What follows belongs to an exercise in optimizing a design on an open flow for small area, a short achievable clock period and few clock cycles; a production flow would make more cautious choices.
Function was checked by simulation only, so behaviour that the tests miss may differ from the original.
Power figures rest on the tool's default switching activity, not on a simulated workload.

==> design/flow/design.v <==
module l2w_crypt (
    input  wire        clk,
    input  wire        rst,       
    input  wire        req,       
    input  wire        we,        
    input  wire        wide,      
    input  wire [12:0] addr,      
    input  wire [31:0] wdata,
    output reg  [31:0] rdata,
    output reg         err,
    output wire        irq
);
    localparam integer NCORE = 8;             
    localparam integer NW    = 2 * NCORE;     
    localparam [31:0] DELTA     = 32'h9E37_79B9;
    localparam [31:0] NDELTA    = 32'h61C8_8647;   
    localparam [31:0] DEC_SUM0  = 32'hC6EF_3720;   
    localparam [127:0] FALLBACK = 128'h4473_7003_2E8A_1913_D308_A385_886A_3F24;
    localparam [3:0] R_OK = 4'd0, R_RANGE = 4'd1, R_VALID = 4'd2, R_BADCMD = 4'd3,
                     R_NOSESS = 4'd4, R_ACTIVE = 4'd5, R_KEYLEN = 4'd6;
    localparam [4:0] S_IDLE = 5'd0,  S_CHECK = 5'd1,  S_KEY = 5'd2,  S_CKF = 5'd3,
                     S_CKE  = 5'd4,  S_XSH   = 5'd5,  S_XCP = 5'd6,  S_OER = 5'd7,
                     S_OEL  = 5'd8,  S_OTL   = 5'd9,  S_ODT = 5'd10, S_ODR = 5'd11,
                     S_ODL  = 5'd12, S_MPRE  = 5'd13, S_ME  = 5'd14, S_MO  = 5'd15,
                     S_OEW  = 5'd16;
    reg         ie;
    reg         busy, done, ck_ok, haz;
    reg  [3:0]  result;
    reg  [31:0] cmd, offset, size, obf_key;
    reg  [1:0]  valid;
    reg  [127:0] key0, key1;
    reg  [2047:0] ram;            
    reg  [4:0]  state;
    reg  [7:0]  e_wa;             
    reg  [7:0]  jt;               
    reg  [5:0]  lq [0:3];         
    reg  [1:0]  lr;               
    reg  [6:0]  cnt;              
    reg  [6:0]  xs;               
    reg  [5:0]  xc;               
    reg  [1:0]  mph;              
    reg  [31:0] acc, ra_w, rb_w, rt_w;
    reg         ofirst;           
    reg         ckc_valid;        
    reg         ckc_ok;           
    reg  [15:0] kmask;            
    reg         xcp;              
    reg  [31:0] kx;               
    reg  [31:0] kw_r, ks_r;       
    reg  [31:0] ks_sum;           
    reg         ks_par;
    wire is_reg = (addr < 13'h01C);
    wire is_ram = (addr[12:8] == 5'h10);
    wire bad    = is_reg ? (!wide || addr[1:0] != 2'b00)
                : is_ram ? (wide && addr[1:0] != 2'b00)
                : 1'b1;
    wire acc_ok = req && !bad;
    reg [31:0] reg_rd;
    always @(*) begin
        case (addr[4:2])
            3'd0: reg_rd = {31'b0, ie};
            3'd1: reg_rd = {24'b0, result, haz, ck_ok, done, busy};
            3'd2: reg_rd = cmd;
            3'd3: reg_rd = offset;
            3'd4: reg_rd = size;
            3'd5: reg_rd = obf_key;
            default: reg_rd = {30'b0, valid};
        endcase
    end
    wire [5:0] e_qd [0:3];        
    wire [1:0] e_rd;              
    wire [7:0] lane_rd [0:3];
    genvar gp;
    generate
        for (gp = 0; gp < 4; gp = gp + 1) begin : g_rl
            wire [5:0] q = busy ? e_qd[gp] : addr[7:2];
            assign lane_rd[gp] = ram[32*q + 8*gp +: 8];
        end
    endgenerate
    wire [31:0] pw = {lane_rd[3], lane_rd[2], lane_rd[1], lane_rd[0]};
    wire [1:0]  rot = busy ? e_rd : addr[1:0];
    reg  [31:0] rwc;
    always @(*) begin
        case (rot)
            2'd0: rwc = pw;
            2'd1: rwc = {pw[7:0],   pw[31:8]};
            2'd2: rwc = {pw[15:0],  pw[31:16]};
            default: rwc = {pw[23:0], pw[31:24]};
        endcase
    end
    reg  [31:0] rw;               
    always @(posedge clk) rw <= rwc;
    reg  [31:0] rd_reg;
    reg  [1:0]  rd_mask;          
    always @(posedge clk) begin
        if (rst) begin
            err     <= 1'b0;
            rd_reg  <= 32'b0;
            rd_mask <= 2'b00;
        end else begin
            err <= req && bad;
            if (acc_ok && !we) begin
                rd_reg  <= is_reg ? reg_rd : 32'b0;
                rd_mask <= is_reg ? 2'b00 : {wide, 1'b1};
            end
        end
    end
    always @(*) rdata = rd_reg | (rw & {{24{rd_mask[1]}}, {8{rd_mask[0]}}});
    assign irq = done & ie;
    wire [3:0] op   = cmd[3:0];
    wire [3:0] slot = cmd[11:8];
    wire well_formed = (cmd[31:12] == 20'b0) && (cmd[7:4] == 4'b0) &&
                       (op >= 4'd1) && (op <= 4'd10) &&
                       ((op <= 4'd5) ? (slot < 4'd2) : (slot == 4'd0));
    wire uses_win  = (op == 4'd1) || (op >= 4'd4);
    wire [9:0]  win_lo  = {1'b0, offset[8:0]} + {1'b0, size[8:0]};
    wire range_bad = (|offset[31:9]) || (|size[31:9]) || (win_lo > 10'd256);
    wire        s     = cmd[8];
    wire        dec   = (op == 4'd5);           
    wire        s_val = s ? valid[1] : valid[0];
    wire [127:0] skey = s ? key1 : key0;
    wire [7:0]  off8  = offset[7:0];
    wire [8:0]  sz    = size[8:0];
    wire [8:0]  nobf9    = (sz - 9'd9) >> 2;    
    wire [5:0]  nobf     = nobf9[5:0];
    wire [5:0]  nblk     = sz[8:3];             
    wire [6:0]  nwrd     = {nblk, 1'b0};        
    wire [6:0]  xc0_w    = ((nwrd - 7'd1) & (NW - 1)) + 7'd1;
    wire [5:0]  xc0      = xc0_w[5:0];          
    wire [7:0]  a_off4   = off8 + 8'd4;
    wire [7:0]  a_tail   = off8 + sz[7:0] - 8'd4;
    wire [7:0]  a_13     = off8 + 8'd13;
    wire [7:0]  a_77     = off8 + 8'd77;
    wire [7:0]  a_52     = off8 + 8'd52;
    wire [7:0]  a_60     = off8 + 8'd60;
    wire [7:0]  a_n4     = off8 + {nobf, 2'b00};
    reg         f_range, f_keylen, f_ckv, f_obfs, f_modv;
    always @(posedge clk) begin
        f_range  <= range_bad;
        f_keylen <= (size == 32'd0 || size > 32'd16);
        f_ckv    <= (sz[1:0] != 2'b00 || sz <= 9'd4);
        f_obfs   <= (sz < 9'd9);
        f_modv   <= (sz != 9'd128);
    end
    reg  [7:0]  a_start;
    always @(*) begin
        case (wdata[3:0])
            4'd5, 4'd8: a_start = a_off4;
            4'd9:       a_start = a_tail;
            4'd10:      a_start = a_13;
            default:    a_start = off8;
        endcase
    end
    reg  [3:0] chk_code;
    always @(*) begin
        if (!well_formed)                                      chk_code = R_BADCMD;
        else if (uses_win && f_range)                          chk_code = R_RANGE;
        else if ((op == 4'd4 || op == 4'd5) && !s_val)         chk_code = R_NOSESS;
        else if ((op == 4'd1 || op == 4'd2) && s_val)          chk_code = R_ACTIVE;
        else if (op == 4'd1 && f_keylen)                       chk_code = R_KEYLEN;
        else if ((op == 4'd6 || op == 4'd7) && f_ckv)          chk_code = R_VALID;
        else if ((op == 4'd8 || op == 4'd9) && f_obfs)         chk_code = R_RANGE;
        else if (op == 4'd10 && f_modv)                        chk_code = R_VALID;
        else                                                   chk_code = R_OK;
    end
    reg         e_we;
    reg  [31:0] e_wd;
    wire [31:0] chain_out;
    wire [31:0] m_hi = ra_w ^ rb_w;
    reg  [31:0] m_hi_p, m_lo_p;
    always @(*) begin
        m_hi_p = m_hi;
        if (cnt == 7'd4) m_hi_p[31:8] = acc[23:0];      
        if (cnt == 7'd5) m_hi_p[7:0]  = acc[31:24];     
        m_lo_p = rb_w;
        if (cnt == 7'd1) m_lo_p = acc;                   
        if (cnt == 7'd4) m_lo_p[31:8] = rb_w[31:8] ^ rt_w[23:0];
        if (cnt == 7'd5) m_lo_p[7:0]  = rb_w[7:0] ^ rt_w[31:24];
    end
    wire [31:0] oe_w   = rb_w ^ acc;
    reg         o_sub;            
    wire [31:0] o_sum  = acc + (o_sub ? ~od_w : ra_w) + {31'b0, o_sub};
    wire [31:0] od_w   = ra_w ^ acc;
    always @(*) begin
        e_we = 1'b0;
        e_wd = 32'b0;
        case (state)
            S_CKE:   begin e_we = (op == 4'd7); e_wd = acc; end
            S_OEL:   begin e_we = !ofirst; e_wd = oe_w; end
            S_OEW:   begin e_we = 1'b1; e_wd = oe_w; end
            S_OTL:   begin e_we = 1'b1; e_wd = acc; end
            S_ODL:   begin e_we = 1'b1; e_wd = od_w; end
            S_XSH:   begin e_we = (xs >= NW); e_wd = chain_out; end
            S_ME:    begin e_we = (cnt != 7'd0); e_wd = m_hi_p; end
            S_MO:    begin e_we = (cnt != 7'd0); e_wd = m_lo_p; end
            default: ;
        endcase
    end
    wire       h_ram_we = req && we && is_ram && !(wide && addr[1:0] != 2'b00) && !busy;
    wire       e_wen    = busy && e_we;
    wire [1:0] e_wr     = e_wa[1:0];
    wire [7:0] h_hi = {8{h_ram_we}} & (8'd1 << addr[7:5]);
    wire [7:0] wl_d  [0:3];
    wire [7:0] e_hi  [0:3];
    wire [7:0] e_lo  [0:3];
    wire [7:0] h_lo  [0:3];
    wire [7:0] e_hw  [0:3];
    generate
        for (gp = 0; gp < 4; gp = gp + 1) begin : g_wl
            wire [1:0] lg  = gp - e_wr;           
            wire [7:0] wsum = e_wa + (8'd3 - gp);  
            assign e_hi[gp] = 8'd1 << wsum[7:5];
            assign e_hw[gp] = {8{e_wen}} & e_hi[gp];
            assign e_lo[gp] = 8'd1 << wsum[4:2];
            assign h_lo[gp] = {8{wide || addr[1:0] == gp}} & (8'd1 << addr[4:2]);
            assign wl_d[gp] = busy ? e_wd[8*lg +: 8]
                            : (wide ? wdata[8*gp +: 8] : wdata[7:0]);
        end
    endgenerate
    genvar gw, gl;
    generate
        for (gw = 0; gw < 64; gw = gw + 1) begin : g_word
            for (gl = 0; gl < 4; gl = gl + 1) begin : g_lane
                wire en = (h_hi[gw / 8] && h_lo[gl][gw % 8]) ||
                          (e_hw[gl][gw / 8] && e_lo[gl][gw % 8]);
                always @(posedge clk)
                    if (en) ram[32*gw + 8*gl +: 8] <= wl_d[gl];
            end
        end
    endgenerate
    reg  [31:0] cx [0:NCORE-1];
    reg  [31:0] cy [0:NCORE-1];
    assign chain_out = cx[0];
    genvar gk;
    generate
        for (gk = 0; gk < NCORE; gk = gk + 1) begin : g_core
            wire [31:0] yy   = cy[gk];
            wire [31:0] mix  = ((yy << 4) ^ (yy >> 5)) + yy;
            wire [31:0] ynew = cx[gk] + (mix ^ kx) + {31'b0, dec};
            wire [31:0] nxt;
            if (gk == NCORE - 1) begin : g_tail
                assign nxt = rw;
            end else begin : g_mid
                assign nxt = cx[gk + 1];
            end
            always @(posedge clk) begin
                cx[gk] <= cy[gk];
                cy[gk] <= xcp ? ynew : nxt;
            end
        end
    endgenerate
    wire [6:0]  xs_end = xs + {1'b0, xc};
    wire        ks_run = ((state == S_XSH) && (xc <= 6'd2) && (xs_end <= nwrd)) ||
                         (state == S_XCP);
    wire [1:0]  f_idx  = (dec ^ ks_par) ? ks_sum[12:11] : ks_sum[1:0];
    wire [31:0] f_k    = ks_r + kw_r;
    always @(posedge clk) begin
        kx   <= dec ? ~f_k : f_k;
        kw_r <= skey[32*f_idx +: 32];
        ks_r <= ks_sum;
        if (ks_run) begin
            ks_par <= !ks_par;
            if (!ks_par) ks_sum <= ks_sum + (dec ? NDELTA : DELTA);
        end else begin
            ks_par <= 1'b0;
            ks_sum <= dec ? DEC_SUM0 : 32'd0;
        end
    end
    task finish(input [3:0] code, input ok_flag);
        begin
            busy   <= 1'b0;
            done   <= 1'b1;
            result <= code;
            ck_ok  <= ok_flag;
            state  <= S_IDLE;
        end
    endtask
    wire [31:0] key_mask = {{8{kmask[3]}}, {8{kmask[2]}}, {8{kmask[1]}}, {8{kmask[0]}}};
    wire [15:0] c_kmask;
    genvar gb;
    generate
        for (gb = 0; gb < 16; gb = gb + 1) begin : g_km
            assign c_kmask[gb] = (gb < sz);
        end
    endgenerate
    reg        e_jump;
    reg  [5:0] e_sw;
    always @(*) begin
        e_jump = 1'b0;
        e_sw   = 6'd0;
        case (state)
            S_CHECK, S_ODT, S_MPRE: e_jump = 1'b1;
            S_KEY, S_CKF, S_OER, S_OEL: e_sw = 6'd1;
            S_ODR, S_ODL:     e_sw = 6'h3F;
            S_XSH:            e_sw = !dec ? 6'd1 : (xs[0] ? 6'd3 : 6'h3F);
            S_ME:             e_sw = 6'd16;
            S_MO:             e_sw = 6'h31;            
            default: ;
        endcase
    end
    wire sw_p1  = (e_sw == 6'd1);
    wire sw_m1  = (e_sw == 6'h3F);
    wire sw_p3  = (e_sw == 6'd3);
    wire sw_p16 = (e_sw == 6'd16);
    wire sw_m15 = (e_sw == 6'h31);
    wire sw_0   = !e_jump && (e_sw == 6'd0);
    generate
        for (gp = 0; gp < 4; gp = gp + 1) begin : g_eq
            wire [7:0] jsum = jt + (8'd3 - gp);
            wire [5:0] l = lq[gp];
            assign e_qd[gp] = ({6{e_jump}} & jsum[7:2]) | ({6{sw_p1}} & (l + 6'd1)) |
                              ({6{sw_m1}} & (l - 6'd1)) | ({6{sw_p3}} & (l + 6'd3)) |
                              ({6{sw_p16}} & (l + 6'd16)) | ({6{sw_m15}} & (l - 6'd15)) |
                              ({6{sw_0}} & l);
            always @(posedge clk) lq[gp] <= e_qd[gp];
        end
    endgenerate
    assign e_rd = e_jump ? jt[1:0] : lr;
    always @(posedge clk) lr <= e_rd;
    always @(posedge clk) begin
        xcp  <= 1'b0;
        o_sub <= 1'b0;
        if (acc_ok && is_reg && we && addr[4:2] == 3'd2 && !busy)
            jt <= a_start;
        if (rst) begin
            ie <= 1'b0; busy <= 1'b0; done <= 1'b0; ck_ok <= 1'b0; haz <= 1'b0;
            result <= 4'd0; cmd <= 32'b0; offset <= 32'b0; size <= 32'b0;
            obf_key <= 32'b0; valid <= 2'b00; state <= S_IDLE;
            ckc_valid <= 1'b0;
        end else begin
            if (h_ram_we || (acc_ok && is_reg && we && !busy &&
                             (addr[4:2] == 3'd2 || addr[4:2] == 3'd3 || addr[4:2] == 3'd4)))
                ckc_valid <= 1'b0;
            if (acc_ok) begin
                if (is_reg && we) begin
                    case (addr[4:2])
                        3'd0: ie <= wdata[0];
                        3'd1: begin
                            if (wdata[1]) done <= 1'b0;
                            if (wdata[3]) haz  <= 1'b0;
                        end
                        3'd2: if (busy) haz <= 1'b1;
                              else if (ckc_valid && wdata == 32'h0000_0006) begin
                                  cmd <= wdata; done <= 1'b1;
                                  ck_ok <= ckc_ok; result <= R_OK;
                              end else begin
                                  cmd <= wdata; busy <= 1'b1; done <= 1'b0;
                                  ck_ok <= 1'b0; result <= 4'd0; state <= S_CHECK;
                              end
                        3'd3: if (busy) haz <= 1'b1; else offset  <= wdata;
                        3'd4: if (busy) haz <= 1'b1; else size    <= wdata;
                        3'd5: if (busy) haz <= 1'b1; else obf_key <= wdata;
                        default: ;
                    endcase
                end else if (is_ram && busy) begin
                    haz <= 1'b1;
                end
            end
            case (state)
            S_CHECK: begin
                cnt <= 7'd0;
                if (chk_code != R_OK) finish(chk_code, 1'b0);
                else case (op)
                4'd1: begin kmask <= c_kmask; state <= S_KEY; end
                4'd2: begin
                          if (s) begin key1 <= FALLBACK; valid[1] <= 1'b1; end
                          else   begin key0 <= FALLBACK; valid[0] <= 1'b1; end
                          finish(R_OK, 1'b0);
                      end
                4'd3: begin
                          if (s) valid[1] <= 1'b0; else valid[0] <= 1'b0;
                          finish(R_OK, 1'b0);
                      end
                4'd4, 4'd5:
                      if (nblk == 6'd0) finish(R_OK, 1'b0);
                      else begin
                          xs <= 7'd0;
                          xc <= xc0;
                          acc <= 32'b0;
                          e_wa <= dec ? a_off4 : off8;
                          state <= S_XSH;
                      end
                4'd6, 4'd7: begin
                          acc <= 32'b0; cnt <= sz[8:2] - 7'd1; e_wa <= a_tail;
                          state <= S_CKF;
                      end
                4'd8: begin
                          acc <= obf_key; cnt <= {1'b0, nobf};
                          if (nobf == 6'd0) begin e_wa <= a_tail; state <= S_OTL; end
                          else begin e_wa <= a_off4; state <= S_OER; end
                      end
                4'd9: begin
                          cnt <= {1'b0, nobf};
                          e_wa <= a_n4; jt <= a_n4;
                          state <= S_ODT;
                      end
                default: begin  
                          mph <= 2'd0; jt <= a_77; state <= S_MPRE;
                      end
                endcase
            end
            S_KEY: begin
                if (s) key1[32*cnt[1:0] +: 32] <= rw & key_mask;
                else   key0[32*cnt[1:0] +: 32] <= rw & key_mask;
                cnt <= cnt + 7'd1;
                kmask <= kmask >> 4;
                if (cnt[1:0] == 2'd3) begin
                    if (s) valid[1] <= 1'b1; else valid[0] <= 1'b1;
                    finish(R_OK, 1'b0);
                end
            end
            S_CKF: begin
                acc <= acc ^ rw;
                cnt <= cnt - 7'd1;
                if (cnt == 7'd1) state <= S_CKE;
            end
            S_CKE: begin
                finish(R_OK, (op == 4'd6) && (acc == rw));
            end
            S_OER: begin
                ra_w <= rw; ofirst <= 1'b1; state <= S_OEL;
            end
            S_OEL: begin
                acc <= o_sum;
                rb_w <= ra_w; ra_w <= rw; ofirst <= 1'b0;
                if (!ofirst) e_wa <= e_wa + 8'd4;
                cnt <= cnt - 7'd1;
                if (cnt == 7'd1) state <= S_OEW;
            end
            S_OEW: begin
                e_wa <= a_tail; state <= S_OTL;
            end
            S_OTL: finish(R_OK, 1'b0);
            S_ODT: begin
                acc <= rw;
                if (cnt == 7'd0) finish(R_OK, 1'b0);
                else state <= S_ODR;
            end
            S_ODR: begin
                ra_w <= rw; o_sub <= 1'b1; state <= S_ODL;
            end
            S_ODL: begin
                acc <= o_sum;
                ra_w <= rw; e_wa <= e_wa - 8'd4;
                cnt <= cnt - 7'd1;
                if (cnt == 7'd1) finish(R_OK, 1'b0);
                else o_sub <= 1'b1;
            end
            S_XSH: begin
                xs <= xs + 7'd1;
                xc <= xc - 6'd1;
                if (xs >= NW) begin
                    if (dec) e_wa <= xs[0] ? e_wa + 8'd12 : e_wa - 8'd4;
                    else     e_wa <= e_wa + 8'd4;
                    acc <= acc ^ chain_out;
                end
                if (xc == 6'd1) begin
                    if (xs + 7'd1 <= nwrd) begin cnt <= 7'd0; xcp <= 1'b1; state <= S_XCP; end
                    else begin
                        finish(R_OK, 1'b0);
                        if (dec && sz[2:0] == 3'd0) begin
                            ckc_valid <= 1'b1;
                            ckc_ok    <= ((acc ^ chain_out) == 32'b0);
                        end
                    end
                end
            end
            S_XCP: begin
                cnt <= cnt + 7'd1;
                if (cnt == 7'd63) begin xc <= NW; state <= S_XSH; end
                else xcp <= 1'b1;
            end
            S_MPRE: begin
                mph <= mph + 2'd1;
                case (mph)
                    2'd0: begin rt_w <= rw; jt <= a_52; end
                    2'd1: begin acc <= rt_w ^ rw; jt <= off8; end
                    default: begin
                        rt_w <= rw; e_wa <= a_60;
                        cnt <= 7'd0; state <= S_ME;
                    end
                endcase
            end
            S_ME: begin
                ra_w <= rw;
                e_wa <= e_wa - 8'd64;                      
                state <= S_MO;
            end
            S_MO: begin
                rb_w <= rw;
                if (cnt == 7'd1) acc <= rb_w;              
                e_wa <= e_wa + 8'd68;                      
                cnt <= cnt + 7'd1;
                if (cnt == 7'd16) finish(R_OK, 1'b0);
                else state <= S_ME;
            end
            default: ;
            endcase
        end
    end
endmodule
==> design/flow/run.sh <==
#!/bin/bash
# synth_recipe.tcl (not shown) runs the flow's synth.tcl, then flattens the netlist and writes it again
# the make line also repeats each setting of config.mk as NAME=value (left out here)
make -C /OpenROAD-flow-scripts/flow DESIGN_CONFIG=/design/flow/config.mk WORK_HOME=/design/flow/orfs CLKGATE_MAP_FILE= SYNTH_SCRIPT=/design/flow/synth_recipe.tcl finish
==> design/flow/config.mk <==
export PLATFORM = sky130hd
export DESIGN_NAME = l2w_crypt
export DESIGN_NICKNAME = l2w_crypt
export VERILOG_FILES = /design/flow/design.v
export SDC_FILE = /design/flow/constraint.sdc
export NUM_CORES = 4
export LEC_CHECK = 0
export ABC_CLOCK_PERIOD_IN_PS = 4000
export CAP_MARGIN = 20
export CORE_MARGIN = 2
export CORE_UTILIZATION = 40
export CTS_BUF_LIST = sky130_fd_sc_hd__clkbuf_8
export CTS_CLUSTER_DIAMETER = 60
export CTS_CLUSTER_SIZE = 16
export SETUP_SLACK_MARGIN = 5
export SLEW_MARGIN = 20
==> design/flow/constraint.sdc <==
create_clock -name core_clock -period 10.0 [get_ports {clk}]
set_input_delay 2.0000 -clock core_clock [delete_from_list [all_inputs] [get_ports {clk}]]
set_output_delay 2.0000 -clock core_clock [all_outputs]
set_load 0.01 [all_outputs]
==> flow_summary.ini, run 1 <==
[cts]
cts_tree = built
cts_max_path_buffers = 4
numCtsBuffers = 295
cts_sinks = 3374
cts_htree_levels = 5
clk_pin_slew_worst_paths_ns = 0.09
clk_latency_ns = 1.16
cts_root_buffer = clkbuf_8
holdBufCountCts = 0

[routing]
wl_met1_mm = 243
met2_length_mm = 272
final_antenna_net_count = 0
routed_wl_mm = 617
avgRoutedWirePerCell_um = 28.6
drc = 0
wl_met3_mm = 65.0
viasPerCell = 6.16
vias = 133000
drt_iter0_drc = 18300
dr.pass1.iters = 8
top_layer_used = met5

[cells_and_area]
top_register = ram
top_regs = ram (2048), cx (256), cy (256)
fillerInstances = 40100
multi_input_area_um2 = 81800
largest_register_ffs = 2048
syn_to_final_growth_pct = 11.6
drive_gt1_share_pct = 14.4
fin_cells = 21600
seqCellArea_um2 = 92800
nets = 16400
fin_util_pct = 44.8

[global_route]
antenna_found_initial = 35
globalRoute.totalOverflow = 0
grt_first_pass_wirelength_mm = 874
grtUsageTotal_pct = 26.5
grt_max_degree = 167
grt_pass1_vias = 124000

[pwr]
powerDensity_nw_per_um2 = 227
pwr-share-comb_pct = 42.9
power.share.sequential_pct = 37.4
irDropWorstVdd_uv = 152
switching_share_pct = 38.0
switching_power_mw = 16.8
p_int_mw = 27.4
leakage_nw = 69.7
clockPowerShare_pct = 19.7

[sta]
post-route-worst-setup-slack_ns = 4.74
rsz0062_at_grt = true
period_share_pct = 52.6
tightest_slew_ns = 1.21
finalSetupViolations = 0
finalSetupTns_ns = 0
drv_slew = 0
relSlewSlack_pct = 19.2
fmax_mhz = 190
fin_crit_ns = 5.26
skew_ns = 0.0959
hold_violations = 0

[worst_setup_path]
r2r_start = state[1]$_SDFF_PP0_
cp_max_fo = 40
cp.required_ns = 10.76
path_class = flip-flop to flip-flop
crit_arrival_ns = 6.02
r2r_cells = 13
reg2reg_to = ram[1688]$_DFFE_PP_
crit_path_start_kind = flip-flop
cp-end-kind = flip-flop
r2r_slack_ns = 4.74

[logic_synthesis]
yosysTopAreaCell = edfxtp_1
ys_types = 125
ys.warnings.count = 4
synth-seq-cells = 3374
async_reset_ff_share_pct = 0
synth-edff-count = 2512
ys_top_cells_by_area = edfxtp_1 43%, dfxtp_1 9.9%, ha_1 4.8%, nand2_1 4.2%, xnor2_1 3.9%
synth_top_cells_by_count = 2512 x edfxtp_1, 1968 x nand2_1, 1022 x a21oi_1
syn_area_per_cell_um2 = 11.2
synthCells = 15600
ys.flop_type = edfxtp_1
ys_seq_area_share_pct = 53.1
post-synth-top-count-cell = edfxtp_1
syn-num-nets = 16400
syn_area_um2 = 175000
synth_top_area_share_pct = 43.2

[placement]
gp_congestion = 0.984
place_ws_ns = 2.59
post-place-cells = 20800
io_buffers = 83
dp_hpwl_mm = 401

[floorplan]
placementRows = 242
die_h_um = 665
coreArea_um2 = 435000
start_util_pct = 40.2
die_x_um = 665
io_pins = 84
die_area_um2 = 442000

[hold_path]
hp-start = ks_sum[26]$_DFFE_PP_
min_path_cells = 0
min_path_type = flip-flop to flip-flop
holdPathEnd = ks_r[26]$_DFF_P_

[run_status]
status = complete, no violations

[job]
max-cap-violations = 0
worst max-delay path by stage:
stage	from	endpoint	slack, ns	cells past startpoint
after floorplan	rst	key1[0]$_SDFFCE_PN0P_	3.88	3
after global placement	addr[2]	rw[18]$_DFF_P_	2.63	13
after detailed placement	addr[2]	rw[10]$_DFF_P_	2.59	13
after CTS	addr[0]	ram[953]$_DFFE_PP_	4.75	7
after global routing	cy[6][5]$_DFF_P_	cy[6][31]$_DFF_P_	4.55	22
final	state[1]$_SDFF_PP0_	ram[1688]$_DFFE_PP_	4.74	13
power groups by stage:
stage	clock (mW)	combinational (mW)	sequential, mW
3_3_place_gp	0	16.2	16.8
6_report	8.69	19.0	16.5
5_1_grt	9.29	20.6	16.5
2_1_floorplan	0	12.7	16.3
3_5_place_dp	0	16.3	16.8
4_1_cts	8.82	17.4	16.5
final cells by class:
class / count / share of cell area (%)
repair buffers: 606 / 2.85
inverters: 344 / 0.678
flip-flops and latches: 3374 / 47.7
multi-input cells: 11000 / 42.0
well taps: 5734 / 3.68
clock inverters: 176 / 0.859
diodes: 33 / 0.0424
clock buffers: 314 / 2.22
cell usage in the layout (no fill, tap or decap), types with 445 or more instances in the layout:
master	netlist	layout
edfxtp_1	2512	2512
o21ai_0	563	492
buf_4	51	445
nand3_1	578	567
xnor2_1	770	766
dfxtp_1	862	787
xor2_1	480	478
nand2_1	1968	1949
ha_1	666	643
a21oi_1	1022	936
nor2_1	699	661
logic make-up after synthesis:
logic type	Yosys count	share of synthesized area, %
and+or+nand+nor	4498	11.9
AOI/OAI and AO/OA	3711	14.2
DFF	3374	53.1
xor gates and xnor gates	1252	6.30
buffers and inverters	1231	2.93
muxes	847	6.41
adders and majority gates	699	5.15
metal layers:
layer / up-vias / global-route usage, %
met1: 65400 / 35.4
li1: 58400 / -
met3: 1593 / 5.70
met2: 7725 / 40.6
met4: 8 / 13.6
met5: - / 0
stage by stage:
step	power (mW)	hold slack [ns]	instance area (µm²)
5_1_grt	46.4	0.391	195000
6_report	44.1	0.385	195000
3_3_place_gp	33.0	0.367	182000
4_1_cts	42.6	0.380	191000
2_1_floorplan	28.9	0.355	175000
3_5_place_dp	33.1	0.362	182000
worst max-delay path: stages, from the launching register on:
cell and delay [ns]:
dfxtp_1 0.34, buf_6 0.30, nor2b_1 0.17, buf_4 0.31
and3_2 0.45, buf_4 0.59, o22ai_1 0.28, o221ai_1 0.13
o21ai_1 0.12, buf_4 0.29, nor2_1 0.12, buf_4 0.32
nand3b_1 0.68, o22ai_2 0.71
timing repair:
action | in CTS | in global routing
gates cloned | 15 | 10
endpoints found under the setup margin | 3214 | 3471
buffers inserted | 83 | 130
gates resized for setup | 404 | 553
pin swaps | 112 | 223
Testbench counts, summed over its fixed seeds: cycles 31,200.
==> run 2, diff against run 1 <==
--- a/design/flow/config.mk
+++ b/design/flow/config.mk
@@ -10,3 +10,3 @@
 export CORE_MARGIN = 2
-export CORE_UTILIZATION = 40
+export CORE_UTILIZATION = 50
 export CTS_BUF_LIST = sky130_fd_sc_hd__clkbuf_8
@@ -14,2 +14,3 @@
 export CTS_CLUSTER_SIZE = 16
+export PLACE_DENSITY = 0.65
 export SETUP_SLACK_MARGIN = 5
==> run 2 against run 1 <==
Against the previous run: non-clock buffer count is 30 lower; wire length fell by 2.4%; setup slack improved by 0.18 ns; cell count shrank 5.5%; sequential share of layout area grew 0.65 points; sequential power about the same; combinational power shrank 3%; via count shrank 0.95%; synthesized cell count stayed put; clock power grew 3.3%; die area fell by 20%; power down 0.47%; critical path type unchanged; largest cell class unchanged; largest power group unchanged.
==> flow_summary.ini, run 2 <==
[sta]
post-route-worst-setup-slack_ns = 4.92
rsz0062_at_grt = true
fmax_mhz = 197
drv_slew = 0
relSlewSlack_pct = 19.4
tightest_slew_ns = 1.20
finalSetupTns_ns = 0
skew_ns = 0.161
finalSetupViolations = 0
fin_crit_ns = 5.08
period_share_pct = 50.8
hold_violations = 0

[job]
max-cap-violations = 0

[worst_setup_path]
crit_path_start_kind = flip-flop
cp_max_fo = 21
path_class = flip-flop to flip-flop
r2r_cells = 4
r2r_slack_ns = 4.92
crit_arrival_ns = 5.78
critPathCapture = ram[1672]$_DFFE_PP_
r2r_start = e_wa[1]$_DFFE_PP_
cp.required_ns = 10.70
cp-end-kind = flip-flop
reg2reg_to = ram[1672]$_DFFE_PP_
critPathLaunch = e_wa[1]$_DFFE_PP_

[routing]
wl_met1_mm = 228
vias = 132000
routed_wl_mm = 602
dr.pass1.iters = 7
drc = 0
viasPerCell = 6.46
final_antenna_net_count = 0
avgRoutedWirePerCell_um = 29.5
met2_length_mm = 265
top_layer_used = met5
drt_iter0_drc = 16300
wl_met3_mm = 60.3

[cells_and_area]
final_common_cell = edfxtp_1
final_cell_mix = 2512 x edfxtp_1, 1954 x nand2_1, 945 x a21oi_1, 789 x dfxtp_1, 764 x xnor2_1
largest_register_ffs = 2048
top_regs = ram (2048), cx (256), cy (256)
fin_util_pct = 55.4
drive_gt1_share_pct = 13.9
syn_to_final_growth_pct = 10.0
nets = 16400
fillerInstances = 29400
top_register = ram

[logic_synthesis]
synth-seq-cells = 3374
synth_top_area_share_pct = 43.2
ys.warnings.count = 4
synth_top_cells_by_count = 2512 x edfxtp_1, 1968 x nand2_1, 1022 x a21oi_1
syn-num-nets = 16400
ys_seq_area_share_pct = 53.1
async_reset_ff_share_pct = 0
synthCells = 15600
synth-edff-count = 2512
ys_types = 125
syn_area_per_cell_um2 = 11.2
syn_area_um2 = 175000
ys.flop_type = edfxtp_1
ys_top_cells_by_area = edfxtp_1 43%, dfxtp_1 9.9%, ha_1 4.8%, nand2_1 4.2%, xnor2_1 3.9%
yosysTopAreaCell = edfxtp_1
post-synth-top-count-cell = edfxtp_1

[pwr]
irDropWorstVdd_uv = 245
leakage_nw = 69.5
powerDensity_nw_per_um2 = 229
fin_total_pwr_mw = 43.9

[floorplan]
start_util_pct = 50.3
io_pins = 84
die_h_um = 595
coreArea_um2 = 347000
placementRows = 216
die_x_um = 595
die_area_um2 = 354000

[placement]
io_buffers = 83
gp_congestion = 1.02
dp_hpwl_mm = 399
place_ws_ns = 3.18

[cts]
clk_pin_slew_worst_paths_ns = 0.10
cts_tree = built
numCtsBuffers = 314
cts_root_buffer = clkbuf_8
holdBufCountCts = 0
cts_sinks = 3374
cts_max_path_buffers = 4
cts_htree_levels = 5
clk_latency_ns = 1.19

[run_status]
status = complete, no violations

[global_route]
grtUsageTotal_pct = 32.8
grt_max_degree = 129
globalRoute.totalOverflow = 0
antenna_found_initial = 21
grt_first_pass_wirelength_mm = 861
grt_pass1_vias = 125000

[hold_path]
min_path_type = flip-flop to flip-flop
-- run 2: through the flow --
step           hold slack, ns  instances  instance area [µm²]
2_1_floorplan           0.355      15600               175000
3_3_place_gp            0.364      19700               180000
3_5_place_dp            0.363      19700               180000
4_1_cts                 0.342      20300               189000
5_1_grt                 0.366      20400               192000
6_report                0.342      20400               192000
-- run 2: worst min-delay path by stage --
stage / startpoint / end / depth (start not counted)
after global routing: ks_sum[28]$_SDFFCE_PP0P_ / ks_r[28]$_DFF_P_ / 0
final: ks_sum[28]$_SDFFCE_PP0P_ / ks_r[28]$_DFF_P_ / 0
after detailed placement: ks_sum[2]$_SDFFCE_PP0P_ / ks_r[2]$_DFF_P_ / 0
after floorplan: ks_sum[10]$_DFFE_PP_ / ks_r[10]$_DFF_P_ / 0
after global placement: ks_sum[10]$_DFFE_PP_ / ks_r[10]$_DFF_P_ / 0
after CTS: ks_sum[28]$_SDFFCE_PP0P_ / ks_r[28]$_DFF_P_ / 0
-- run 2: area by class of cell --
type	count	area [µm²]	area share, %
clock inverter	196	1950	1.02
clock buffer	323	4450	2.31
timing repair buffer	576	5150	2.68
tap	4578	5730	2.98
multi-input combinational	11000	80700	42.0
sequential	3374	92800	48.3
inverter	344	1310	0.681
antenna	10	25.0	0.0130
-- run 2: kinds of logic after synthesis --
group	after synthesis	synth area share [%]
buffers and inverters	1231	2.93
xor gates and xnor gates	1252	6.30
adders and majority gates	699	5.15
AOI/OAI and AO/OA	3711	14.2
and+or+nand+nor	4498	11.9
muxes	847	6.41
DFF	3374	53.1
-- run 2: layer usage --
layer	track usage (%)	vias to the layer above
met5	0	-
li1	-	58400
met4	22.7	18
met2	50.2	7437
met1	41.6	64200
met3	7.02	1874
-- run 2: power breakdown --
part	switching [mW]	total [mW]	internal, mW
clock	5.27	8.98	3.71
combinational	10.4	18.4	8.05
sequential	0.941	16.5	15.6
-- run 2: worst max-delay path: stages (launching register included) --
cell      delay, ns
edfxtp_1       1.03
clkinv_2       0.62
ha_1           0.83
nand3_1        0.96
o22ai_1        1.18
-- run 2: timing repair --
action	CTS	global route
endpoints found under the setup margin	4043	3799
pin swaps	107	183
cloned	11	3
resized for setup	391	404
buffers inserted	91	103
==> run 3, diff against run 2 <==
--- a/design/flow/design.v
+++ b/design/flow/design.v
@@ -40,2 +40,3 @@
     reg  [5:0]  xc;               
+    reg         tap;              
     reg  [1:0]  mph;              
@@ -192,3 +193,3 @@
             S_ODL:   begin e_we = 1'b1; e_wd = od_w; end
-            S_XSH:   begin e_we = (xs >= NW); e_wd = chain_out; end
+            S_XSH:   begin e_we = tap ? (xs >= NW / 2) : (xs >= NW); e_wd = chain_out; end
             S_ME:    begin e_we = (cnt != 7'd0); e_wd = m_hi_p; end
@@ -232,3 +233,3 @@
     reg  [31:0] cy [0:NCORE-1];
-    assign chain_out = cx[0];
+    assign chain_out = tap ? cx[NCORE / 2] : cx[0];
     genvar gk;
@@ -378,2 +379,3 @@
                           xc <= xc0;
+                          tap <= (nblk <= NCORE / 2);
                           acc <= 32'b0;
@@ -451,3 +453,3 @@
                 xc <= xc - 6'd1;
-                if (xs >= NW) begin
+                if (tap ? (xs >= NW / 2) : (xs >= NW)) begin
                     if (dec) e_wa <= xs[0] ? e_wa + 8'd12 : e_wa - 8'd4;
@@ -469,3 +471,3 @@
                 cnt <= cnt + 7'd1;
-                if (cnt == 7'd63) begin xc <= NW; state <= S_XSH; end
+                if (cnt == 7'd63) begin xc <= tap ? NW / 2 : NW; state <= S_XSH; end
                 else xcp <= 1'b1;
==> run 3 against run 2 <==
Against the previous run: still clean on timing, DRC and antenna; clock power decreased by 3.1%; design area is 0.27% higher; flip-flop and latch count rose by 1; sequential power hardly changed; wire length shrank 3.2%; area after synthesis up 0.49%; critical path depth up 19; clock skew shrank 0.021 ns; worst hold slack improved by 0.014 ns.
==> flow_summary.ini, run 3 <==
[run_status]
status = complete, no violations

[cts]
holdBufCountCts = 0
numCtsBuffers = 301
clk_pin_slew_worst_paths_ns = 0.10
cts_root_buffer = clkbuf_8
cts_tree = built
cts_htree_levels = 5
clk_latency_ns = 1.19
cts_max_path_buffers = 4
cts_sinks = 3375

[cells_and_area]
final_common_cell = edfxtp_1
drive_gt1_share_pct = 13.7
fillerInstances = 29600
final_cell_mix = 2513 x edfxtp_1, 1823 x nand2_1, 939 x a21oi_1, 811 x dfxtp_1, 809 x xnor2_1
largest_register_ffs = 2048
top_register = ram
nets = 16200
syn_to_final_growth_pct = 9.81
multi_input_area_um2 = 81700
seqCellArea_um2 = 92800
top_regs = ram (2048), cx (256), cy (256)

[hold_path]
min_path_type = flip-flop to flip-flop

[pwr]
fin_total_pwr_mw = 45.0
powerDensity_nw_per_um2 = 234
irDropWorstVdd_uv = 215
leakage_nw = 69.5

[placement]
dp_hpwl_mm = 386
gp_congestion = 1.01
io_buffers = 83

[floorplan]
start_util_pct = 50.2
coreArea_um2 = 349000
placementRows = 217
die_h_um = 596
io_pins = 84
die_area_um2 = 356000
die_x_um = 596

[logic_synthesis]
synth-seq-cells = 3375
synth_top_area_share_pct = 43.0
ys_top_cells_by_area = edfxtp_1 43%, dfxtp_1 9.8%, ha_1 4.8%, xnor2_1 4.1%, nand2_1 3.9%
synth-edff-count = 2513
syn_area_per_cell_um2 = 11.3
syn_area_um2 = 175000
async_reset_ff_share_pct = 0
ys.warnings.count = 4
ys.flop_type = edfxtp_1
ys_types = 118
post-synth-top-count-cell = edfxtp_1
syn-num-nets = 16200
ys_seq_area_share_pct = 52.9
yosysTopAreaCell = edfxtp_1
synth_top_cells_by_count = 2513 x edfxtp_1, 1840 x nand2_1, 1019 x a21oi_1
synthCells = 15500

[worst_setup_path]
cp_max_fo = 3
crit_path_start_kind = flip-flop
slowest_stage = or4_4
path_buf_inv = 0
path_class = flip-flop to flip-flop
worstPathCellList = ha_4 > fa_2 > a21o_1 > a21o_1 > a21oi_2 > o21ai_2 > a221o_1 > and2_4 > nand2b_4 > a31o_4 > xnor2_2 > ha_1 > a21o_1 > a21oi_2 > nor3b_2 > a21oi_2 > a211oi_2 > nor3_2 > o41a_1 > or4_4 > a31oi_2 > xnor2_1 > mux2_2
slowest_delay_ns = 0.44
cp_top_family = compound AO/OA/AOI/OAI gates
cp.required_ns = 10.97
cp-end-kind = flip-flop
crit_arrival_ns = 6.35

[sta]
finalSetupTns_ns = 0
hold_ws_ns = 0.356
fmax_mhz = 186
rsz0062_at_grt = true
tightest_slew_ns = 1.34
fin_crit_ns = 5.38
hold_violations = 0
skew_ns = 0.140
period_share_pct = 53.8
relSlewSlack_pct = 10.4
drv_slew = 0
finalSetupViolations = 0

[routing]
dr.pass1.iters = 8
viasPerCell = 6.42
final_antenna_net_count = 0
routed_wl_mm = 583
drt_iter0_drc = 16700
avgRoutedWirePerCell_um = 28.8
drc = 0
vias = 130000

[job]
max-cap-violations = 0

[global_route]
globalRoute.totalOverflow = 0
antenna_found_initial = 24
met1_usage_pct = 41.0
grt_pass1_vias = 122000
grtUsageTotal_pct = 31.6
use_met2_pct = 48.2
met3_usage_pct = 7.42
busiest_layer = met2
grt_first_pass_wirelength_mm = 837
grt_max_degree = 157
[run 3: repair_timing]
item / CTS / global route
pin swaps: 124 / 205
buffers inserted: 80 / 84
cloned: 11 / 5
endpoints found under the setup margin: 2366 / 2974
gates resized for setup: 359 / 413
[run 3: through the flow]
stage	instance area (µm²)	utilization [%]	worst slack, ns	instances
after floorplan	176000	-	4.12	15500
after global placement	181000	51.9	3.03	19600
after detailed placement	181000	51.9	3.01	19600
after CTS	190000	54.4	4.67	20100
after global routing	193000	55.1	4.39	20200
final	193000	55.1	4.62	20200
[run 3: area by class of cell]
| class | count | area share [%] |
|---|---|---|
| Tap cell | 4599 | 2.99 |
| Inverter | 330 | 0.650 |
| Timing Repair Buffer | 542 | 2.58 |
| Clock inverter | 173 | 0.877 |
| Antenna cell | 14 | 0.0182 |
| Multi-Input combinational cell | 10900 | 42.4 |
| Sequential cell | 3375 | 48.2 |
| Clock buffer | 317 | 2.26 |
[run 3: worst paths after layout]
check,start,slack (ns),end,depth (start not counted)
max reg2reg,cy[6][5]$_DFF_P_,4.62,cy[6][30]$_DFF_P_,23
min,ks_sum[10]$_DFFE_PP_,0.36,ks_r[10]$_DFF_P_,0
min reg2reg,ks_sum[10]$_DFFE_PP_,0.36,ks_r[10]$_DFF_P_,0
max,cy[6][5]$_DFF_P_,4.62,cy[6][30]$_DFF_P_,23
[run 3: cells by family after synthesis]
group	synth area share [%]
multiplexers	7.87
XOR/XNOR	6.30
AO/OA/AOI/OAI	14.1
adder cells (fa/ha/maj)	5.12
AND/OR/NAND/NOR	11.0
flip-flops	52.9
buffers and inverters	2.83
[run 3: layer usage]
metal	routed length, µm	share of wire [%]
met5	118	0.020
met4	40700	7.0
met3	57600	9.9
met2	258000	44
met1	226000	39
[run 3: where the power goes]
group | leakage, nW | switching [mW] | internal (mW)
logic | 35.8 | 11.0 | 8.90
clock network | 3.19 | 5.17 | 3.53
registers | 30.5 | 0.817 | 15.6
Testbench counts of run 3, summed over its fixed seeds: cycles 30,896.
==> run 4, diff against run 3 <==
--- a/design/flow/config.mk
+++ b/design/flow/config.mk
@@ -10,3 +10,3 @@
 export CORE_MARGIN = 2
-export CORE_UTILIZATION = 50
+export CORE_UTILIZATION = 60
 export CTS_BUF_LIST = sky130_fd_sc_hd__clkbuf_8
@@ -14,3 +14,3 @@
 export CTS_CLUSTER_SIZE = 16
-export PLACE_DENSITY = 0.65
+export PLACE_DENSITY = 0.72
 export SETUP_SLACK_MARGIN = 5
==> run 4 against run 3 <==
Against the previous run: count of clock-buffer cells in the layout down 7; clock skew up 0.012 ns; design area down 1.1%; core utilization up 10 points; sequential share of layout area up 0.53 points; setup slack better by 0.14 ns; critical path depth unchanged; fmax up 2.6%; worst hold slack better by 0.0028 ns; wire length down 1.4%; largest power group unchanged.
==> flow_summary.ini, run 4 <==
[global_route]
antenna_found_initial = 21
globalRoute.totalOverflow = 0
grtUsageTotal_pct = 37.5
grt_first_pass_wirelength_mm = 823
grt_max_degree = 152
grt_pass1_vias = 123000

[routing]
drt_iter0_drc = 18100
vias = 131000
final_antenna_net_count = 0
routed_wl_mm = 574
dr.pass1.iters = 7
viasPerCell = 6.71
drc = 0
avgRoutedWirePerCell_um = 29.4

[logic_synthesis]
async_reset_ff_share_pct = 0
synth-edff-count = 2513
ys.flop_type = edfxtp_1
ys_seq_area_share_pct = 52.9
synth_top_area_share_pct = 43.0
post-synth-top-count-cell = edfxtp_1
synth-seq-cells = 3375
synthCells = 15500
ys_types = 118
syn_area_um2 = 175000
synth_top_cells_by_count = 2513 x edfxtp_1, 1840 x nand2_1, 1019 x a21oi_1
yosysTopAreaCell = edfxtp_1
ys.warnings.count = 4
ys_top_cells_by_area = edfxtp_1 43%, dfxtp_1 9.8%, ha_1 4.8%, xnor2_1 4.1%, nand2_1 3.9%
syn_area_per_cell_um2 = 11.3
syn-num-nets = 16200

[floorplan]
die_h_um = 545
io_pins = 84
placementRows = 198
coreArea_um2 = 291000
die_area_um2 = 297000
die_x_um = 545
start_util_pct = 60.3

[sta]
period_share_pct = 52.5
drv_slew = 0
finalSetupTns_ns = 0
fmax_mhz = 191
hold_violations = 0
relSlewSlack_pct = 16.2
tightest_slew_ns = 1.26
finalSetupViolations = 0
skew_ns = 0.152
post-route-worst-setup-slack_ns = 4.75
fin_crit_ns = 5.25
rsz0062_at_grt = true

[pwr]
fin_total_pwr_mw = 44.4
powerDensity_nw_per_um2 = 233
leakage_nw = 69.3
irDropWorstVdd_uv = 238

[worst_setup_path]
critPathLaunch = cy[6][5]$_DFF_P_
r2r_cells = 23
cp_max_fo = 3
crit_path_start_kind = flip-flop
cp-end-kind = flip-flop
path_class = flip-flop to flip-flop
cp.required_ns = 10.94
r2r_start = cy[6][5]$_DFF_P_
r2r_slack_ns = 4.75
critPathCapture = cy[6][30]$_DFF_P_
reg2reg_to = cy[6][30]$_DFF_P_
crit_arrival_ns = 6.19

[job]
max-cap-violations = 0

[cts]
cts_sinks = 3375
cts_root_buffer = clkbuf_8
cts_htree_levels = 5
cts_tree = built
cts_max_path_buffers = 4
clk_latency_ns = 1.17
clk_pin_slew_worst_paths_ns = 0.10
numCtsBuffers = 293

[cells_and_area]
final_cell_mix = 2513 x edfxtp_1, 1826 x nand2_1, 946 x a21oi_1, 814 x xnor2_1, 806 x dfxtp_1
syn_to_final_growth_pct = 8.62
fillerInstances = 22400
final_common_cell = edfxtp_1
top_regs = ram (2048), cx (256), cy (256)
top_register = ram
finalInstanceArea_um2 = 191000
largest_register_ffs = 2048
drive_gt1_share_pct = 12.7
nets = 16200
fin_cells = 19500

[placement]
place_area_um2 = 181000
dp_hpwl_mm = 381
post-place-cells = 18900
place_ws_ns = 3.23
gp_congestion = 1.03
io_buffers = 83

[run_status]
status = complete, no violations

[hold_path]
min_path_type = flip-flop to flip-flop
## run 4: worst max-delay path: stages, from the launching register on
cell      delay, ns
dfxtp_4        0.36
ha_4           0.16
fa_2           0.38
a21o_1         0.16
a21o_1         0.18
a21oi_2        0.17
o21ai_2        0.08
a221o_1        0.36
and2_4         0.17
nand2b_4       0.14
a31o_4         0.25
xnor2_1        0.12
ha_1           0.30
a21o_1         0.18
a21oi_2        0.14
nor3b_2        0.19
a21oi_2        0.10
a211oi_2       0.30
nor3_2         0.09
o41a_1         0.33
or4_1          0.41
a31oi_1        0.21
xnor2_1        0.08
mux2_2         0.27
## run 4: where the power goes
part           switching [mW]  internal, mW  total [mW]
Clock                    4.99          3.40        8.39
Sequential              0.894          15.6        16.5
Combinational            10.8          8.69        19.5
## run 4: cell families (layout without fill, tap and decap cells)
| family | after synthesis | after routing | share of synthesized area, % |
|---|---|---|---|
| AND/OR/NAND/NOR | 4108 | 4108 | 11.0 |
| AO/OA/AOI/OAI | 3750 | 3756 | 14.1 |
| flip-flops | 3375 | 3375 | 52.9 |
| XOR/XNOR | 1261 | 1261 | 6.30 |
| buffers and inverters | 1224 | 1340 | 2.83 |
| multiplexers | 1070 | 1070 | 7.87 |
| adder cells (fa/ha/maj) | 699 | 699 | 5.12 |
| other | 0 | 13 | 0 |
## run 4: layout make-up
cell class                 count  area [µm²]  area share, %
clock inverter               156        1500          0.787
multi-input combinational  10900       80800           42.4
sequential                  3375       92800           48.7
clock buffer                 310        4270           2.24
inverter                     330        1250          0.657
timing repair buffer         544        4950           2.60
tap                         3900        4880           2.56
antenna                       13        32.5         0.0171
## run 4: metal layers
metal / GRT usage [%] / routed length (µm) / up-vias
met5: 0 / 80 / -
met1: 48.4 / 214000 / 63400
li1: - / - / 57800
met3: 8.06 / 62000 / 1901
met4: 26.2 / 46300 / 12
met2: 56.5 / 252000 / 7959
## run 4: worst min-delay path by stage
stage / from / end / slack [ns] / cells past startpoint
2_1_floorplan: ks_sum[10]$_DFFE_PP_ / ks_r[10]$_DFF_P_ / 0.35 / 0
3_3_place_gp: ks_sum[24]$_SDFFCE_PP0P_ / ks_r[24]$_DFF_P_ / 0.36 / 0
3_5_place_dp: ks_sum[24]$_SDFFCE_PP0P_ / ks_r[24]$_DFF_P_ / 0.37 / 0
4_1_cts: cy[5][5]$_DFF_P_ / cx[5][5]$_DFF_P_ / 0.39 / 0
5_1_grt: cy[4][0]$_DFF_P_ / cx[4][0]$_DFF_P_ / 0.39 / 0
6_report: cy[5][2]$_DFF_P_ / cx[5][2]$_DFF_P_ / 0.36 / 0
## run 4: stage by stage
step / hold slack [ns] / util (%)
after global routing: 0.389 / 65.5
after global placement: 0.363 / 62.1
after CTS: 0.389 / 64.7
after floorplan: 0.355 / -
final: 0.359 / 65.5
after detailed placement: 0.366 / 62.1
## run 4: what timing repair did
action / in CTS / in global routing
pin swaps: 123 / 167
gates resized for setup: 289 / 340
setup endpoints to repair: 3401 / 2529
buffers inserted: 75 / 93
hold buffers: 0 / 0
cloned: 7 / 8
endpoints found under the hold margin: 0 / 0
==> run 5, diff against run 4 <==
--- a/design/flow/design.v
+++ b/design/flow/design.v
@@ -239,3 +239,3 @@
             wire [31:0] mix  = ((yy << 4) ^ (yy >> 5)) + yy;
-            wire [31:0] ynew = cx[gk] + (mix ^ kx) + {31'b0, dec};
+            wire [31:0] opa;
             wire [31:0] nxt;
@@ -246,5 +246,7 @@
             end
+            assign opa = xcp ? cx[gk] : nxt;
+            wire [31:0] ynew = opa + ((mix ^ kx) & {32{xcp}}) + {31'b0, dec & xcp};
             always @(posedge clk) begin
                 cx[gk] <= cy[gk];
-                cy[gk] <= xcp ? ynew : nxt;
+                cy[gk] <= ynew;
             end
==> run 5 against run 4 <==
Against the previous run: cell count is 13% higher; design area up 10%; clock power increased by 8.6%; largest power group is now sequential cells; synthesized cell count up 15%; count of clock-buffer cells in the layout is 23 higher; flip-flop and latch count is the same; register-to-register slack better by 0.06 ns; die area rose by 9.4%; area after synthesis rose by 9.5%; global-route usage up 3.2 points.
==> flow_summary.ini, run 5 <==
[logic_synthesis]
ys.warnings.count = 4
yosysTopAreaCell = edfxtp_1
syn-num-nets = 18600
ys_seq_area_share_pct = 48.3
synth_top_area_share_pct = 39.3
ys_types = 125
syn_area_um2 = 192000
ys.flop_type = edfxtp_1
synth-edff-count = 2513
synth_top_cells_by_count = 2513 x edfxtp_1, 1346 x nand2_1, 1090 x a21oi_1
ys_top_cells_by_area = edfxtp_1 39%, dfxtp_1 9.0%, mux2i_1 4.8%, ha_1 4.3%, xnor2_1 3.7%
synth-seq-cells = 3375
syn_area_per_cell_um2 = 10.8
synthCells = 17800
post-synth-top-count-cell = edfxtp_1
async_reset_ff_share_pct = 0

[floorplan]
die_h_um = 570
placementRows = 207
die_area_um2 = 325000
start_util_pct = 60.3
coreArea_um2 = 318000
io_pins = 84
die_x_um = 570

[placement]
gp_congestion = 1.04
io_buffers = 83
post-place-cells = 21200
dp_hpwl_mm = 448

[worst_setup_path]
cp-end-kind = flip-flop
slowest_delay_ns = 0.38
slowest_stage = dfxtp_4
critPathLaunch = cy[1][0]$_DFF_P_
crit_path_start_kind = flip-flop
path_buf_inv = 2
cp_top_family = compound AO/OA/AOI/OAI gates
r2r_cells = 25
cp_max_fo = 4
crit_path_frequent_cell = a21o_1
path_class = flip-flop to flip-flop
critPathCapture = cy[1][27]$_DFF_P_
r2r_slack_ns = 4.81
cp.required_ns = 11.11
crit_arrival_ns = 6.30
cp.depth = 25
r2r_start = cy[1][0]$_DFF_P_
reg2reg_to = cy[1][27]$_DFF_P_

[pwr]
leakage_nw = 75.5
pwr-share-comb_pct = 30.6
p_int_mw = 23.9
powerDensity_nw_per_um2 = 176
clockPowerShare_pct = 24.6
irDropWorstVdd_uv = 258
switching_share_pct = 35.6
switching_power_mw = 13.2
power.share.sequential_pct = 44.9

[cts]
cts_htree_levels = 5
clk_latency_ns = 1.21
cts_tree = built
cts_root_buffer = clkbuf_8
clk_pin_slew_worst_paths_ns = 0.10
cts_max_path_buffers = 4
numCtsBuffers = 308
holdBufCountCts = 0
cts_sinks = 3375

[sta]
finalSetupTns_ns = 0
fin_crit_ns = 5.19
tightest_slew_ns = 1.40
hold_violations = 0
fmax_mhz = 193
hold_ws_ns = 0.383
relSlewSlack_pct = 6.28
finalSetupViolations = 0
period_share_pct = 51.9
rsz0062_at_grt = true
drv_slew = 0
skew_ns = 0.0955

[cells_and_area]
final_common_cell = edfxtp_1
drive_gt1_share_pct = 14.5
fin_cells = 22000
syn_to_final_growth_pct = 9.62
final_cell_mix = 2513 x edfxtp_1, 1315 x nand2_1, 1013 x a21oi_1, 975 x nor2_1, 918 x mux2i_1
top_regs = ram (2048), cx (256), cy (256)
nets = 18300
fillerInstances = 24200
top_register = ram
largest_register_ffs = 2048

[job]
max-cap-violations = 0

[routing]
wl_met3_mm = 83.6
routed_wl_mm = 693
drc = 0
met2_length_mm = 306
vias = 158000
wl_met1_mm = 240
viasPerCell = 7.19
drt_iter0_drc = 24600
top_layer_used = met5
final_antenna_net_count = 0
avgRoutedWirePerCell_um = 31.5
dr.pass1.iters = 10

[global_route]
antenna_found_initial = 33
grt_max_degree = 148
grtUsageTotal_pct = 40.7
grt_first_pass_wirelength_mm = 987
globalRoute.totalOverflow = 0
grt_pass1_vias = 149000

[hold_path]
min_path_type = flip-flop to flip-flop

[run_status]
status = complete, no violations
## run 5: cell types whose count changed after synthesis, sizes merged, moves of 244 or more
cell / change
a221oi: +244
a22oi: +375
buf: +284
mux2i: +338
nand2: -494
nor2: +407
o211ai: +306
o21ai: +259
## run 5: kinds of logic (layout without fill, tap and decap cells)
kind of cell / after synthesis / after routing / synth area share, %
adders and majority gates: 699 / 699 / 4.68
muxes: 1483 / 1483 / 8.55
xor gates and xnor gates: 1250 / 1250 / 5.70
AOI/OAI and AO/OA: 5486 / 5489 / 19.7
other: 0 / 26 / 0
DFF: 3375 / 3375 / 48.3
and+or+nand+nor: 3911 / 3919 / 9.57
buffers and inverters: 1605 / 1547 / 3.54
## run 5: power by group through the flow
stage	logic [mW]	registers (mW)	clock network, mW
3_3_place_gp	9.81	16.9	0
2_1_floorplan	7.43	16.3	0
4_1_cts	10.5	16.6	9.10
5_1_grt	12.0	16.7	9.56
3_5_place_dp	9.90	16.9	0
6_report	11.3	16.7	9.11
## run 5: final cells by class
type	instances	area, µm²	area share, %
flip-flops and latches	3375	92900	44.1
repair buffers	678	6760	3.21
diodes	26	65.1	0.0309
clock inverters	176	1820	0.862
clock buffers	333	4580	2.18
inverters	360	1370	0.653
well taps	4180	5230	2.48
multi-input cells	12800	97800	46.5
## run 5: worst min-delay path by stage
stage	startpoint	endpoint	slack, ns	depth (start not counted)
after global routing	cy[7][0]$_DFF_P_	cx[7][0]$_DFF_P_	0.39	0
after CTS	ks_sum[14]$_SDFFCE_PP0P_	ks_r[14]$_DFF_P_	0.39	0
after floorplan	ks_sum[10]$_DFFE_PP_	ks_r[10]$_DFF_P_	0.35	0
after detailed placement	ks_sum[14]$_SDFFCE_PP0P_	ks_r[14]$_DFF_P_	0.37	0
after global placement	ks_sum[16]$_DFFE_PP_	ks_r[16]$_DFF_P_	0.36	0
final	cy[7][0]$_DFF_P_	cx[7][0]$_DFF_P_	0.38	0
## run 5: through the flow
step	setup slack, ns	power [mW]	utilization [%]	area, µm²
2_1_floorplan	4.04	23.7	-	192000
3_3_place_gp	3.19	26.7	61.7	197000
3_5_place_dp	3.19	26.8	61.7	197000
4_1_cts	4.74	36.2	65.1	207000
5_1_grt	4.67	38.3	66.1	210000
6_report	4.81	37.1	66.1	211000
## run 5: timing repair
| action | CTS | global route |
|---|---|---|
| pin swaps | 145 | 178 |
| cloned | 18 | 13 |
| buffers inserted | 115 | 106 |
| setup endpoints to repair | 4313 | 3961 |
| gates resized for setup | 660 | 471 |
## run 5: metal layers
metal  up-vias  GRT usage [%]
met5         -              0
met4        20           30.8
met3      2629           9.68
met2     10900           62.2
met1     76500           50.0
li1      67900              -
Testbench counts of run 5, summed over its fixed seeds: cycles 30,896.
==> run 6, diff against run 5 <==
--- a/design/flow/config.mk
+++ b/design/flow/config.mk
@@ -10,3 +10,3 @@
 export CORE_MARGIN = 2
-export CORE_UTILIZATION = 60
+export CORE_UTILIZATION = 50
 export CTS_BUF_LIST = sky130_fd_sc_hd__clkbuf_8
@@ -14,3 +14,3 @@
 export CTS_CLUSTER_SIZE = 16
-export PLACE_DENSITY = 0.72
+export PLACE_DENSITY = 0.65
 export SETUP_SLACK_MARGIN = 5
==> run 6 against run 5 <==
Against the previous run: design area rose by 1.2%; largest cell class unchanged; global-route usage fell by 6.5 points; power rose by 1.8%; critical path type is now input pin to flip-flop; setup slack got worse by 0.058 ns; area after synthesis did not move; non-clock buffer count rose by 37; critical path depth fell by 16; worst hold slack got worse by 0.0084 ns; sequential share of layout area fell by 0.53 points; highest routed layer unchanged.
==> flow_summary.ini, run 6 <==
[run_status]
status = complete, no violations

[routing]
final_antenna_net_count = 0
viasPerCell = 6.81
wl_met3_mm = 72.1
drt_iter0_drc = 21400
vias = 156000
wl_met1_mm = 261
avgRoutedWirePerCell_um = 30.5
met2_length_mm = 314
drc = 0
dr.pass1.iters = 10
top_layer_used = met5
routed_wl_mm = 701

[cts]
cts_sinks = 3375
cts_root_buffer = clkbuf_8
cts_max_path_buffers = 4
clk_latency_ns = 1.23
holdBufCountCts = 0
cts_htree_levels = 5
numCtsBuffers = 334
cts_tree = built
clk_pin_slew_worst_paths_ns = 0.09

[floorplan]
placementRows = 227
io_pins = 84
start_util_pct = 50.2
die_area_um2 = 389000
die_h_um = 624
die_x_um = 624
coreArea_um2 = 382000

[global_route]
grtUsageTotal_pct = 34.2
globalRoute.totalOverflow = 0
grt_pass1_vias = 148000
grt_first_pass_wirelength_mm = 1000
grt_max_degree = 134
antenna_found_initial = 32

[logic_synthesis]
post-synth-top-count-cell = edfxtp_1
ys.warnings.count = 4
synth-seq-cells = 3375
synth_top_area_share_pct = 39.3
ys.flop_type = edfxtp_1
yosysTopAreaCell = edfxtp_1
synthCells = 17800
synth_top_cells_by_count = 2513 x edfxtp_1, 1346 x nand2_1, 1090 x a21oi_1
syn_area_per_cell_um2 = 10.8
synth-edff-count = 2513
syn-num-nets = 18600
ys_types = 125
ys_seq_area_share_pct = 48.3
ys_top_cells_by_area = edfxtp_1 39%, dfxtp_1 9.0%, mux2i_1 4.8%, ha_1 4.3%, xnor2_1 3.7%
syn_area_um2 = 192000
async_reset_ff_share_pct = 0

[sta]
hold_violations = 0
fin_crit_ns = 5.24
finalSetupViolations = 0
drv_slew = 0
finalSetupTns_ns = 0
rsz0062_at_grt = true
tightest_slew_ns = 1.33
skew_ns = 0.132
period_share_pct = 52.4
relSlewSlack_pct = 11.4
fmax_mhz = 191

[placement]
dp_hpwl_mm = 448
io_buffers = 83
post-place-cells = 22000
gp_congestion = 0.989
place_area_um2 = 198000

[pwr]
switching_power_mw = 13.3
power.share.sequential_pct = 43.9
p_int_mw = 24.4
powerDensity_nw_per_um2 = 177
pwr-share-comb_pct = 30.1
irDropWorstVdd_uv = 151
switching_share_pct = 35.3
leakage_nw = 76.1
clockPowerShare_pct = 26.1

[cells_and_area]
top_register = ram
top_regs = ram (2048), cx (256), cy (256)
final_common_cell = edfxtp_1
finalInstanceArea_um2 = 213000
syn_to_final_growth_pct = 10.9
fin_util_pct = 55.7
nets = 18400
largest_register_ffs = 2048
drive_gt1_share_pct = 15.2
final_cell_mix = 2513 x edfxtp_1, 1314 x nand2_1, 1008 x a21oi_1, 976 x nor2_1, 919 x mux2i_1
fin_cells = 22900

[worst_setup_path]
worstPathCellList = clkdlybuf4s50_1 > nor4_2 > nand2_1 > nor2_1 > nand3_1 > nor2_4 > nand2_2 > buf_4 > o22ai_2
slowest_delay_ns = 0.70
cp.required_ns = 10.81
r2r_slack_ns = 4.85
cp-end-kind = flip-flop
crit_path_start_kind = input pin
path_class = input pin to flip-flop
crit_arrival_ns = 6.06
slowest_stage = nor4_2
cp_max_fo = 24

[job]
max-cap-violations = 0

[hold_path]
min_path_type = flip-flop to flip-flop
[run 6: cell counts after synthesis]
Identical to the previous run, type by type.
[run 6: layout make-up]
class / count / area, µm²
sequential: 3375 / 92900
inverter: 360 / 1400
tap: 5038 / 6300
fill: 32400 / 169000
clock buffer: 345 / 4750
timing repair buffer: 715 / 6920
antenna: 27 / 67.6
multi-input combinational: 12800 / 98200
clock inverter: 240 / 2520
[run 6: worst paths after layout]
path | from | end | depth (start not counted)
max | addr[11] | ram[1438]$_DFFE_PP_ | 9
max reg2reg | state[2]$_SDFF_PP0_ | rw[25]$_DFF_P_ | 17
min reg2reg | cy[1][3]$_DFF_P_ | cx[1][3]$_DFF_P_ | 0
min | cy[1][3]$_DFF_P_ | cx[1][3]$_DFF_P_ | 0
[run 6: timing repair]
action                                  in CTS  in global routing
resized for setup                          662                471
endpoints found under the setup margin    4213               3869
pin swaps                                  143                202
setup buffers                              130                138
cloned                                      18                 10
[run 6: through the flow]
step                      power [mW]  setup WS, ns  hold WS [ns]
after floorplan                 23.7          4.04         0.355
after global placement          26.6          2.75         0.364
after detailed placement        26.7          2.90         0.363
after CTS                       37.0          4.74         0.387
after global routing            39.1          4.68         0.392
final                           37.8          4.76         0.375
[run 6: routing by layer]
metal,GRT usage (%),vias to the layer above
li1,-,68200
met1,43.0,76400
met2,53.2,9297
met3,7.40,2221
met4,22.9,16
met5,0.0741,-
[run 6: worst max-delay path, delay by kind of cell]
| family | cells | cell delay [ns] |
|---|---|---|
| AO/OA/AOI/OAI | 1 | 0.60 |
| AND/OR/NAND/NOR | 6 | 2.48 |
| buffers and inverters | 2 | 0.94 |
[run 6: cells by family after synthesis]
logic type	count (synthesis)	share of synthesized area, %
xor+xnor	1250	5.70
simple gates	3911	9.57
mux	1483	8.55
flops	3375	48.3
buf+inv	1605	3.54
compound gates	5486	19.7
fa+ha+maj	699	4.68
[run 6: power by group through the flow]
stage / logic (mW) / registers (mW) / clock network, mW
after floorplan: 7.43 / 16.3 / 0
after global placement: 9.80 / 16.8 / 0
after detailed placement: 9.85 / 16.8 / 0
after CTS: 10.6 / 16.5 / 9.92
after global routing: 12.1 / 16.6 / 10.4
final: 11.4 / 16.6 / 9.84

## afterwards: timing with drivers on the ports
No port has a modelled driver above. Below, the same layouts with a new extraction and two added sets of constraints. Step 1 sets driving cells, clkbuf_16 on the clock port and buf_2 on the other inputs (assumed; they add their load-dependent delay and slew). Step 2 also shifts input and output timing later by t, the mid clock arrival at the registers, as if the neighbouring blocks saw the same clock. Slacks: ideal ports / drivers / drivers and shift; pairs: ideal ports / drivers.
| run | shift t [ns] | slack for setup (ns) | worst data-port slew with drivers (ns) |
|---|---|---|---|
| run 1 | 1.226 | 4.743 / 4.743 / 3.752 | 0.33 |
| run 2 | 1.220 | 4.922 / 4.867 / 3.834 | 0.25 |
| run 3 | 1.204 | 4.616 / 4.616 / 3.796 | 0.18 |
| run 4 | 1.204 | 4.752 / 4.752 / 3.832 | 0.14 |
| run 5 | 1.288 | 4.814 / 4.814 / 3.709 | 0.26 |
| run 6 | 1.282 | 4.756 / 4.837 / 3.555 | 0.20 |
After both steps every run listed still meets setup and hold. The setup slack of run 6, which loses most, moves by +0.081 ns with the drivers and by -1.201 ns with both steps.
